Context: an optimization exercise on an open-source flow, tuned for a short achievable clock period and few clock cycles. The choices shown serve that exercise and are no tape-out recipe. For this run, only the layout was checked, not whether the RTL still works. Power is estimated from default activity; no workload was simulated.

==> design.v <==
`timescale 1ns/1ps
module cvb (
    input  wire        clk,
    input  wire        rst,           
    input  wire        host_wr,
    input  wire [2:0]  host_waddr,
    input  wire [15:0] host_wdata,
    input  wire [2:0]  host_raddr,
    output reg  [15:0] host_rdata,
    output wire        busy,
    output wire [2:0]  outcome,
    output wire        mem_en,
    output wire        mem_we,
    output wire [15:0] mem_addr,
    output wire [7:0]  mem_wdata,
    input  wire [7:0]  mem_rdata,
    output wire        poll_en,
    output wire [1:0]  poll_sel,      
    input  wire        poll_ans,
    output wire        put_en,
    output wire [7:0]  put_data,
    output wire        get_en,
    input  wire [7:0]  get_data,
    output wire        chs_valid,
    output wire [7:0]  chs_data,
    input  wire        chs_ready,
    input  wire        chs_err,
    input  wire        chr_valid,
    input  wire [7:0]  chr_data,
    input  wire        chr_err,
    output wire        chr_ready
);
    localparam [2:0] O_NONE    = 3'd0,
                     O_OK      = 3'd1,
                     O_TIMEOUT = 3'd2,
                     O_CHERR   = 3'd3,
                     O_MALF    = 3'd4,
                     O_INVAL   = 3'd5,
                     O_NOTF    = 3'd6,
                     O_ILLEGAL = 3'd7;
    localparam [7:0] LIMIT_RESET = 8'd16;
    reg [15:0] ptr, len, res;
    reg [7:0]  fill, limit;
    reg [2:0]  status;
    reg        ptr_nz, len_nz, len_ge2, lim_nz, lim_gt1;
    reg        busy_r;
    reg        m_wr, m_wtr, m_enc, m_dec, m_rsy;
    reg [1:0]  sub;               
    reg        mem_en_r, mem_we_r;
    reg [15:0] maddr;
    reg [7:0]  wreg;              
    reg        poll_en_r, put_en_r, get_en_r, chr_ready_r;
    reg [1:0]  poll_sel_r;
    reg [7:0]  rem;               
    reg [15:0] left;              
    reg        rdp;               
    reg [7:0]  pbuf;              
    reg [7:0]  q0, q1, q2, q3, q4;  
    reg [2:0]  qn;
    reg [15:0] rp;                
    reg [4:0]  rleft;             
    reg [1:0]  trl_push;
    reg [2:0]  wn;                
    reg [15:0] wa, wb;            
    reg [4:0]  scnt;              
    reg [7:0]  rb;                
    reg        rbv, rbpar, apar;
    reg [15:0] sum;
    reg [7:0]  b30;
    reg [15:0] oaddr;             
    reg [15:0] oleft;             
    reg        rk_nb, rk_first, rk_last;    
    reg        dk_nb, dk_first, dk_last;    
    reg [15:0] daddr;             
    reg        hv, hc, h40;       
    reg [15:0] haddr;
    reg        exp40;             
    reg [15:0] npair;             
    wire        cmd_wr  = host_wr & (host_waddr == 3'd0) & ~busy_r;
    wire        op_lo   = (host_wdata[7:3] == 5'd0);
    wire        op1     = op_lo & (host_wdata[2:0] == 3'd1);
    wire        op2     = op_lo & (host_wdata[2:0] == 3'd2);
    wire        op3     = op_lo & (host_wdata[2:0] == 3'd3);
    wire        op4     = op_lo & (host_wdata[2:0] == 3'd4);
    wire        op5     = op_lo & (host_wdata[2:0] == 3'd5);
    wire        st_wr   = cmd_wr & op1 & ptr_nz & len_nz & lim_nz;
    wire        st_wtr  = cmd_wr & op2 & ptr_nz & len_nz;
    wire        st_enc  = cmd_wr & op3 & ptr_nz;
    wire        st_dec  = cmd_wr & op4 & ptr_nz;
    wire        st_rsy  = cmd_wr & op5 & ptr_nz & len_ge2;
    assign busy      = busy_r;
    assign outcome   = status;
    wire dec_w = (m_dec | st_dec) & chr_valid & ~chr_err;
    assign mem_en    = mem_en_r | st_wr | st_enc | st_rsy | dec_w;
    assign mem_we    = mem_we_r | st_enc | dec_w;
    assign mem_addr  = busy_r ? maddr : ptr;
    assign mem_wdata = m_wtr ? get_data :
                       ((m_dec | (~busy_r & ~host_wdata[0])) ? chr_data : wreg);
    assign poll_en   = poll_en_r | st_wr;
    assign poll_sel  = poll_sel_r & {2{busy_r}};
    assign put_en    = put_en_r | st_wtr;
    assign put_data  = (rdp & m_wr) ? mem_rdata : (m_wr ? pbuf : fill);
    assign get_en    = get_en_r;
    assign chs_valid = (qn != 3'd0) | st_enc;
    assign chs_data  = q0;
    assign chr_ready = chr_ready_r | st_dec;
    always @(*) begin
        case (host_raddr)
            3'd1:    host_rdata = {13'd0, status};
            3'd2:    host_rdata = ptr;
            3'd3:    host_rdata = len;
            3'd4:    host_rdata = {8'd0, fill};
            3'd5:    host_rdata = {8'd0, limit};
            3'd6:    host_rdata = res;
            default: host_rdata = 16'd0;
        endcase
    end
    wire        hw_ok   = host_wr & ~busy_r;
    wire [15:0] ptr_n   = (hw_ok && host_waddr == 3'd2) ? host_wdata : ptr;
    wire [15:0] len_n   = (hw_ok && host_waddr == 3'd3) ? host_wdata : len;
    wire [7:0]  lim_n   = (hw_ok && host_waddr == 3'd5) ? host_wdata[7:0] : limit;
    wire        lastp   = (rem == 8'd1);
    wire        lastb   = (left == 16'd1);
    wire        rd_now   = mem_en_r & ~mem_we_r;
    wire        pop      = m_enc & (qn != 3'd0) & chs_ready;
    wire        sum_done = (rleft == 5'd0) & ~rd_now & ~rdp & ~rbv;
    wire        push_t   = m_enc & sum_done & (trl_push != 2'd0) & (qn != 3'd5);
    wire        push     = (m_enc & rdp) | push_t;
    wire [7:0]  pushd    = rdp ? mem_rdata : (trl_push[0] ? ~sum[7:0] : ~sum[15:8]);
    wire [2:0]  qa       = qn - {2'd0, pop};           
    wire [2:0]  qn_next  = qa + {2'd0, push};
    wire        rd_ok    = (rleft != 5'd0) & (({1'b0, qn} + {3'd0, rdp} + {3'd0, rd_now}) <= 4'd4);
    wire        wr_ok    = ~wn[2] & (~wn[1] | sum_done);
    wire        is20    = (mem_rdata == 8'h20);
    wire        is40    = (mem_rdata == 8'h40);
    wire        arr_nb  = rdp & dk_nb;
    wire        arr_ev  = rdp & ~dk_nb;
    wire        nb_now  = mem_en_r & rk_nb;
    wire        found   = arr_nb & (exp40 ? is40 : is20);
    wire        a_cand  = (is40 & ~dk_first) | (is20 & ~dk_last);
    wire        use_h   = arr_nb;                         
    wire        use_a   = arr_ev & ~nb_now;
    wire        s_cand  = use_h ? (hv & hc) : (use_a & a_cand);
    wire        s_40    = use_h ? h40 : is40;
    wire [15:0] s_addr  = use_h ? haddr : daddr;
    wire [15:0] rsy_n   = {1'b0, len[15:1]} + {15'd0, len[0]};    
    reg         fin;
    reg  [2:0]  fcode;
    always @(posedge clk) begin
        fin   = 1'b0;
        fcode = O_OK;
        if (rst) begin
            ptr    <= 16'd0;
            len    <= 16'd0;
            fill   <= 8'd0;
            limit  <= LIMIT_RESET;
            res    <= 16'd0;
            status <= O_NONE;
            ptr_nz <= 1'b0; len_nz <= 1'b0; len_ge2 <= 1'b0;
            lim_nz <= 1'b1; lim_gt1 <= 1'b1;
            busy_r <= 1'b0;
            m_wr <= 1'b0; m_wtr <= 1'b0; m_enc <= 1'b0; m_dec <= 1'b0; m_rsy <= 1'b0;
            sub  <= 2'd0;
            mem_en_r <= 1'b0; mem_we_r <= 1'b0;
            poll_en_r <= 1'b0; put_en_r <= 1'b0; get_en_r <= 1'b0; chr_ready_r <= 1'b0;
            poll_sel_r <= 2'd0;
            wreg <= 8'h20;
            q0   <= 8'h20;
            rdp  <= 1'b0;
            qn   <= 3'd0;
            rbv  <= 1'b0;
            hv   <= 1'b0;
            rk_nb <= 1'b0;
            dk_nb <= 1'b0;
        end else begin
            rdp      <= rd_now;
            dk_nb    <= rk_nb;
            dk_first <= rk_first;
            dk_last  <= rk_last;
            daddr    <= maddr;
            if (rdp) pbuf <= mem_rdata;
            ptr     <= ptr_n;
            len     <= len_n;
            limit   <= lim_n;
            ptr_nz  <= (ptr_n != 16'd0);
            len_nz  <= (len_n != 16'd0);
            len_ge2 <= (len_n[15:1] != 15'd0);
            lim_nz  <= (lim_n != 8'd0);
            lim_gt1 <= (lim_n[7:1] != 7'd0);
            if (hw_ok && host_waddr == 3'd4) fill <= host_wdata[7:0];
            if (cmd_wr) begin
                if (op1) begin
                    if (!(ptr_nz && len_nz)) begin
                        fin = 1'b1; fcode = O_INVAL;
                    end else if (!lim_nz) begin
                        fin = 1'b1; fcode = O_TIMEOUT;
                    end else if (poll_ans) begin
                        busy_r   <= 1'b1;
                        m_wr     <= 1'b1;
                        sub      <= 2'd1;
                        put_en_r <= 1'b1;
                        mem_en_r <= len_ge2;
                        mem_we_r <= 1'b0;
                        maddr    <= ptr + 16'd1;
                        left     <= len;
                        rdp      <= 1'b1;
                    end else if (!lim_gt1) begin
                        fin = 1'b1; fcode = O_TIMEOUT;
                    end else begin
                        busy_r     <= 1'b1;
                        m_wr       <= 1'b1;
                        sub        <= 2'd0;
                        poll_en_r  <= 1'b1;
                        poll_sel_r <= 2'd0;
                        rem        <= limit - 8'd1;
                        maddr      <= ptr + 16'd1;
                        left       <= len;
                        rdp        <= 1'b1;
                    end
                end else if (op2) begin
                    if (!(ptr_nz && len_nz)) begin
                        fin = 1'b1; fcode = O_INVAL;
                    end else if (!lim_nz) begin
                        fin = 1'b1; fcode = O_TIMEOUT;
                    end else begin
                        busy_r     <= 1'b1;
                        m_wtr      <= 1'b1;
                        sub        <= 2'd1;
                        poll_en_r  <= 1'b1;
                        poll_sel_r <= 2'd2;
                        rem        <= limit;
                        maddr      <= ptr;
                        left       <= len;
                    end
                end else if (op3) begin
                    if (!ptr_nz) begin
                        fin = 1'b1; fcode = O_INVAL;
                    end else begin
                        busy_r   <= 1'b1;
                        m_enc    <= 1'b1;
                        q0       <= chs_ready ? 8'h40 : 8'h20;
                        q1       <= 8'h40;
                        qn       <= chs_ready ? 3'd1 : 3'd2;
                        scnt     <= {4'd0, chs_ready};
                        mem_en_r <= 1'b1;
                        mem_we_r <= 1'b0;
                        maddr    <= ptr + 16'd2;
                        rp       <= ptr + 16'd3;
                        rleft    <= 5'd27;
                        wn       <= 3'd1;
                        wa       <= ptr + 16'd1;
                        wb       <= ptr + 16'd30;
                        trl_push <= 2'b11;
                        sum      <= 16'h4020;
                        apar     <= 1'b0;
                        rbv      <= 1'b0;
                    end
                end else if (op4) begin
                    if (!ptr_nz) begin
                        fin = 1'b1; fcode = O_INVAL;
                    end else if (chr_valid && chr_err) begin
                        fin = 1'b1; fcode = O_CHERR;
                    end else begin
                        busy_r      <= 1'b1;
                        m_dec       <= 1'b1;
                        chr_ready_r <= 1'b1;
                        sum         <= 16'd0;
                        rb          <= chr_data;
                        rbpar       <= 1'b0;
                        rbv         <= chr_valid;
                        maddr       <= chr_valid ? ptr + 16'd1 : ptr;
                        scnt        <= {4'd0, chr_valid};
                    end
                end else if (op5) begin
                    if (!(ptr_nz && len_nz)) begin
                        fin = 1'b1; fcode = O_INVAL;
                        res <= 16'd0;
                    end else if (!len_ge2) begin
                        fin = 1'b1; fcode = O_NOTF;
                        res <= 16'd0;
                    end else begin
                        busy_r   <= 1'b1;
                        m_rsy    <= 1'b1;
                        rdp      <= 1'b1;
                        dk_nb    <= 1'b0;
                        dk_first <= 1'b1;
                        dk_last  <= 1'b0;
                        daddr    <= ptr;
                        hv       <= 1'b0;
                        mem_en_r <= (len[15:2] != 14'd0) | (len[1] & len[0]);
                        mem_we_r <= 1'b0;
                        maddr    <= ptr + 16'd2;
                        rk_nb    <= 1'b0;
                        rk_first <= 1'b0;
                        rk_last  <= (rsy_n == 16'd2) & len[0];
                        oaddr    <= ptr + 16'd4;
                        oleft    <= (rsy_n == 16'd1) ? 16'd0 : rsy_n - 16'd2;
                    end
                end else begin
                    fin = 1'b1; fcode = O_ILLEGAL;
                end
            end
            if (m_wr) begin
                mem_en_r <= 1'b0;
                if (mem_en_r) maddr <= maddr + 16'd1;
                case (sub)
                    2'd0: begin                           
                        if (poll_ans) begin
                            sub       <= 2'd1;
                            poll_en_r <= 1'b0;
                            put_en_r  <= 1'b1;
                            mem_en_r  <= ~lastb;          
                        end else if (lastp) begin
                            fin = 1'b1; fcode = O_TIMEOUT;
                        end else begin
                            rem <= rem - 8'd1;
                        end
                    end
                    2'd1: begin                           
                        sub        <= 2'd2;
                        put_en_r   <= 1'b0;
                        poll_en_r  <= 1'b1;
                        poll_sel_r <= 2'd1;
                        rem        <= limit;
                    end
                    default: begin                        
                        if (poll_ans) begin
                            if (lastb) begin
                                fin = 1'b1; fcode = O_OK;
                            end else begin
                                left       <= left - 16'd1;
                                sub        <= 2'd0;
                                poll_sel_r <= 2'd0;
                                rem        <= limit;
                            end
                        end else if (lastp) begin
                            fin = 1'b1; fcode = O_TIMEOUT;
                        end else begin
                            rem <= rem - 8'd1;
                        end
                    end
                endcase
            end
            if (m_wtr) begin
                case (sub)
                    2'd0: begin                           
                        put_en_r   <= 1'b0;
                        sub        <= 2'd1;
                        poll_en_r  <= 1'b1;
                        rem        <= limit;
                    end
                    2'd1: begin                           
                        if (poll_ans) begin
                            sub       <= 2'd2;
                            poll_en_r <= 1'b0;
                            get_en_r  <= 1'b1;
                            mem_en_r  <= 1'b1;
                            mem_we_r  <= 1'b1;
                        end else if (lastp) begin
                            fin = 1'b1; fcode = O_TIMEOUT;
                        end else begin
                            rem <= rem - 8'd1;
                        end
                    end
                    default: begin                        
                        get_en_r <= 1'b0;
                        mem_en_r <= 1'b0;
                        mem_we_r <= 1'b0;
                        maddr    <= maddr + 16'd1;
                        if (lastb) begin
                            fin = 1'b1; fcode = O_OK;
                        end else begin
                            left     <= left - 16'd1;
                            sub      <= 2'd0;
                            put_en_r <= 1'b1;
                        end
                    end
                endcase
            end
            if (m_enc | m_dec) begin
                if (rbv) sum <= sum + (rbpar ? {rb, 8'h00} : {8'h00, rb});
            end
            if (m_enc) begin
                if (pop) begin
                    q0 <= q1; q1 <= q2; q2 <= q3; q3 <= q4;
                end
                if (push) begin
                    case (qa)
                        3'd0: q0 <= pushd;
                        3'd1: q1 <= pushd;
                        3'd2: q2 <= pushd;
                        3'd3: q3 <= pushd;
                        default: q4 <= pushd;
                    endcase
                end
                qn <= qn_next;
                if (push_t) trl_push <= trl_push[0] ? 2'b10 : 2'b00;
                rbv   <= rdp;
                rb    <= mem_rdata;
                rbpar <= apar;
                if (rdp) apar <= ~apar;
                if (rd_ok) begin
                    mem_en_r <= 1'b1;
                    mem_we_r <= 1'b0;
                    maddr    <= rp;
                    rp       <= rp + 16'd1;
                    rleft    <= rleft - 5'd1;
                end else if (wr_ok) begin
                    mem_en_r <= 1'b1;
                    mem_we_r <= 1'b1;
                    maddr    <= wa;
                    wa       <= wn[0] ? wb : wa + 16'd1;
                    wreg     <= wn[1] ? (wn[0] ? ~sum[15:8] : ~sum[7:0]) : (wn[0] ? 8'h40 : 8'h20);
                    wn       <= wn + 3'd1;
                end else begin
                    mem_en_r <= 1'b0;
                    mem_we_r <= 1'b0;
                end
                if (pop) begin
                    scnt <= scnt + 5'd1;
                    if (scnt == 5'd31) begin
                        fin = 1'b1; fcode = chs_err ? O_CHERR : O_OK;
                    end
                end
            end
            if (m_dec) begin
                rbv <= 1'b0;
                if (chr_valid) begin
                    if (chr_err) begin
                        fin = 1'b1; fcode = O_CHERR;
                    end else begin
                        maddr <= maddr + 16'd1;
                        scnt  <= scnt + 5'd1;
                        rb    <= chr_data;
                        rbv   <= (scnt < 5'd30);
                        rbpar <= scnt[0];
                        if (scnt == 5'd30) b30 <= chr_data;
                        if (scnt == 5'd31) begin
                            fin = 1'b1;
                            fcode = ((chr_data == ~sum[15:8]) && (b30 == ~sum[7:0])) ? O_OK : O_MALF;
                        end
                    end
                end
            end
            if (m_rsy) begin
                if (use_h) hv <= 1'b0;
                if (arr_ev & nb_now) begin
                    hv    <= 1'b1;
                    hc    <= a_cand;
                    h40   <= is40;
                    haddr <= daddr;
                end
                if (found) begin
                    res <= npair;
                    fin = 1'b1; fcode = O_OK;
                end else if (s_cand) begin
                    mem_en_r <= 1'b1;
                    rk_nb    <= 1'b1;
                    rk_first <= 1'b0;
                    rk_last  <= 1'b0;
                    maddr    <= s_40 ? s_addr - 16'd1 : s_addr + 16'd1;
                    npair    <= s_40 ? s_addr - 16'd1 : s_addr;
                    exp40    <= ~s_40;
                end else if (oleft != 16'd0) begin
                    mem_en_r <= 1'b1;
                    rk_nb    <= 1'b0;
                    rk_first <= 1'b0;
                    rk_last  <= (oleft == 16'd1) & len[0];
                    maddr    <= oaddr;
                    oaddr    <= oaddr + 16'd2;
                    oleft    <= oleft - 16'd1;
                end else begin
                    mem_en_r <= 1'b0;
                    rk_nb    <= 1'b0;
                    if (!mem_en_r) begin
                        res <= 16'd0;
                        fin = 1'b1; fcode = O_NOTF;
                    end
                end
            end
            if (fin) begin
                status      <= fcode;
                busy_r      <= 1'b0;
                m_wr        <= 1'b0;
                m_wtr       <= 1'b0;
                m_enc       <= 1'b0;
                m_dec       <= 1'b0;
                m_rsy       <= 1'b0;
                mem_en_r    <= 1'b0;
                mem_we_r    <= 1'b0;
                poll_en_r   <= 1'b0;
                put_en_r    <= 1'b0;
                get_en_r    <= 1'b0;
                chr_ready_r <= 1'b0;
                qn          <= 3'd0;
                q0          <= 8'h20;
                wreg        <= 8'h20;
                hv          <= 1'b0;
                rk_nb       <= 1'b0;
            end
        end
    end
endmodule
==> run.sh <==
#!/bin/bash
# synth_recipe.tcl (not shown) runs the flow's synth.tcl, then flattens the netlist and writes it again
# the make line also repeats each setting of config.mk as NAME=value (left out here)
make -C /OpenROAD-flow-scripts/flow DESIGN_CONFIG=/design/flow/config.mk WORK_HOME=/design/flow/orfs CLKGATE_MAP_FILE= SYNTH_SCRIPT=/design/flow/synth_recipe.tcl finish
==> config.mk <==
export PLATFORM = sky130hd
export DESIGN_NAME = cvb
export DESIGN_NICKNAME = cvb
export VERILOG_FILES = /design/flow/design.v
export SDC_FILE = /design/flow/constraint.sdc
export NUM_CORES = 4
export LEC_CHECK = 0
export ABC_CLOCK_PERIOD_IN_PS = 3000
export CAP_MARGIN = 20
export CORE_MARGIN = 2
export CORE_UTILIZATION = 40
export PLACE_DENSITY = 0.6
export SETUP_SLACK_MARGIN = 3.0
export SLEW_MARGIN = 20
==> constraint.sdc <==
create_clock -name core_clock -period 6.0 [get_ports {clk}]
set_input_delay 1.2000 -clock core_clock [delete_from_list [all_inputs] [get_ports {clk}]]
set_output_delay 1.2000 -clock core_clock [all_outputs]
set_load 0.01 [all_outputs]
==> flow_summary.json <==
{
  "hp-class": "reg2reg",
  "drt_iter0_markers": 3366,
  "fin_area_mm2": 0.0373,
  "fin_total_pwr_mw": 6.85,
  "ys_warn_count": 1,
  "yosysTopAreaCell": "edfxtp_1",
  "grt_max_degree": 147,
  "routed-via-count": 28700,
  "crit_type": "in2out",
  "grt.total_usage": 0.338,
  "cp.required_ns": 4.80,
  "yosys-top-cells-area": "edfxtp_1, dfxtp_1, nand2_1",
  "area_growth_pct": 41.5,
  "grt_overflow_total": 0,
  "tns_ns": 0,
  "setup_viol": 0,
  "rows": 94,
  "start_util": 0.402,
  "power.density_mw_per_mm2": 184,
  "dieHeight_um": 261,
  "crit_path_start_kind": "input port",
  "wire_per_inst_um": 27.7,
  "dpl.hpwl_um": 79800,
  "remaining_drc_errors": 0,
  "synth_cell_types": 96,
  "coreArea_mm2": 0.0655,
  "grt_pass1_vias": 26400,
  "ys_seq_area_frac": 0.385,
  "fin_crit_sh": 0.689,
  "ioPinCount": 123,
  "gp_congestion": 0.986,
  "root_buffer": "clkbuf_16",
  "synth_top_area_frac": 0.301,
  "cpMaxStageDelayCell": "or4_4",
  "crit_arrival_ns": 2.94,
  "power_leakage_nw": 13.6,
  "dpl_cell_area_mm2": 0.0293,
  "synth_cells": 3097,
  "synth_ff_type": "edfxtp_1",
  "fmax_mhz": 242,
  "syn_avg_cell_area_um2": 8.50,
  "fp.dieW_um": 261,
  "syn_nets": 3202,
  "antenna_found_initial": 2,
  "synth_area_mm2": 0.0263,
  "nFillCells": 5579,
  "multiInputGateArea_mm2": 0.0182,
  "maxCapViolCount": 0,
  "r2r_slack_ns": 2.70,
  "regArea_mm2": 0.0102,
  "synth_edf_count": 264,
  "crit_path_max_fanout": 6,
  "clkSlewWorstSetupHoldPaths_ns": 0.06,
  "drtAntennaViolNets": 0,
  "cts_buffers": 47,
  "ys_seq_elements": 375,
  "clk_path_buf_depth": 3,
  "ir_drop_v": 0.000210,
  "insertion_delay_ns": 0.61,
  "period_needed_ns": 4.14,
  "cts.sinks": 375,
  "worst_clock_skew_ns": 0.0222,
  "critPathBufInv": 3,
  "firstDrtPassIters": 9,
  "cp-end-kind": "output port",
  "routed_wl_um": 121000,
  "fin_nets": 3567,
  "slew_violations": 0,
  "cts_tree": "yes",
  "slowest_delay_ns": 0.62,
  "postSynth.asyncResetShare": 0,
  "drive_gt1_frac": 0.326,
  "path_cells": "buf_12 -> or4_4 -> buf_6 -> nor4_4 -> a32oi_2 -> o21ai_2 -> buf_2",
  "htree_levels": 2,
  "portBuffers": 122,
  "vias_per_cell": 6.56,
  "crit_family": "simple AND/OR/NAND/NOR gates",
  "grt_pass1_wl_um": 173000,
  "grt_setup_unrepaired": "yes",
  "status": "complete, no violations",
  "worst_slew_pin_slew_ns": 1.17,
  "die_area_mm2": 0.0679,
  "final_hold_viol_count": 0,
  "relSlewSlack": 0.218
}
[worst reg2reg max path: stages, from the launching register on]
cell and delay, ns:
dfxtp_4 0.37, buf_8 0.19, and2_1 0.21, buf_4 0.25
and3_1 0.30, a21oi_4 0.17, buf_6 0.21, nand3_4 0.30
nor3_2 0.69, a211oi_2 0.17, a311oi_2 0.27
[through the flow]
| stage | instances | utilization | setup slack [ns] | hold WS, ns |
|---|---|---|---|---|
| final | 4367 | 0.569 | 1.86 | 0.453 |
| after global routing | 4365 | 0.569 | 1.85 | 0.464 |
| after CTS | 4253 | 0.532 | 1.85 | 0.453 |
| after detailed placement | 3936 | 0.448 | 0.775 | 0.442 |
| after global placement | 3936 | 0.448 | 0.836 | 0.430 |
| after floorplan | 3097 | - | 1.60 | 0.419 |
[power by group]
part,leakage (nW),switching [mW],internal (mW),total [mW]
Combinational,9.41,0.504,0.370,0.873
Clock,0.770,1.25,1.73,2.97
Sequential,3.40,0.142,2.86,3.00
Total,13.6,1.89,4.95,6.85
[area by class of cell]
class                           count  share of cell area
Timing Repair Buffer              539               0.156
Clock inverter                     29             0.00709
Antenna cell                        2            0.000134
Sequential cell                   375               0.274
Inverter                           79             0.00914
Tap cell                          864              0.0290
Multi-Input combinational cell   2420               0.490
Clock buffer                       59              0.0353
[Yosys cell counts, types with 25 or more instances]
library cell	number
a211oi_1	57
a21oi_1	193
a221o_1	26
a22oi_1	52
a31oi_1	46
and2_1	33
and3_1	42
buf_1	29
clkbuf_1	170
dfxtp_1	111
edfxtp_1	264
ha_1	49
inv_1	75
mux2_2	25
mux2i_1	97
nand2_1	388
nand2b_1	33
nand3_1	120
nand4_1	51
nor2_1	293
nor2b_1	29
nor3_1	81
nor4_1	35
o211ai_1	33
o21ai_0	192
o22ai_1	30
xnor2_1	92
xor2_1	65
[worst paths after layout]
path | to | from | depth (start not counted)
min | haddr[14] | daddr[14] | 0
max reg2reg | oaddr[9] | rdp | 10
min reg2reg | haddr[14] | daddr[14] | 0
max | mem_en | host_wdata[7] | 7
[per-layer routing]
| layer | vias to the layer above | global-route usage | wire [µm] |
|---|---|---|---|
| met5 | - | 0 | 12 |
| met4 | 2 | 0.163 | 7530 |
| met3 | 475 | 0.0691 | 13500 |
| met2 | 1936 | 0.532 | 53700 |
| met1 | 13900 | 0.443 | 46200 |
| li1 | 12400 | - | - |
[what timing repair did]
action / 4_1_cts / 5_1_grt
setup buffers: 216 / 105
resized for setup: 818 / 350
pin swaps: 173 / 170
gates cloned: 13 / 7
setup endpoints to repair: 371 / 318
hold buffers: 0 / 0
[cells by family (layout without fill, tap and decap cells)]
family	count (synthesis)	after routing	share of synthesized area
AND/OR/NAND/NOR	1217	1219	0.224
AO/OA/AOI/OAI	871	871	0.221
flip-flops	375	375	0.385
buffers and inverters	304	706	0.0448
XOR/XNOR	157	157	0.0522
multiplexers	122	122	0.0476
adder cells (fa/ha/maj)	51	51	0.0248
other	0	2	0
[flip-flops by register name, summed over array words and instances, names as in the netlist, 16 cells and up]
register / flops
haddr: 16
ptr: 16
res: 16
maddr: 16
wb: 16
sum: 16
npair: 16
oleft: 16
left: 16
daddr: 16
rp: 16
wa: 16
len: 16
oaddr: 16
[cell usage in the layout, fill, tap and decap left out, types with 38 or more instances in the layout]
cell and count:
buf_4 217, nand2_1 342, mux2i_1 84, a31oi_1 38
nand3_1 105, a21oi_1 125, inv_1 69, buf_6 160
o21ai_1 77, o21ai_0 95, nor2_1 242, a21oi_2 59
xnor2_1 87, xor2_1 63, edfxtp_1 264, nand4_1 51
clkbuf_16 55, nor3_1 58, ha_1 43, dfxtp_1 92
buf_12 57

[port drivers added, routing unchanged]
No port has a modelled driver above. Below, the same layout with a new extraction and two added sets of constraints.
Step 1, drivers: a clkbuf_16 drives clk and a buf_2 each remaining input, both assumed.
Step 2 moves the port delays by t, midway between the first and last clock arrival at a register: inputs arrive t later, outputs are due t later. That takes back most of the time a late clock gives input paths.
Slacks: ideal / step 1 / step 2; pairs: ideal / step 1.
t (ns): 0.664
setup slack, ns: 1.864 / 1.818 / 1.737
hold WS [ns]: 0.453 / 0.453 / 0.453
worst setup path at the end: input to register
worst slew at a driven data input, ns: 0.19
After both steps setup and hold are still met in this run. For this run, drivers alone change the setup slack by -0.046 ns; drivers and shift together by -0.127 ns.
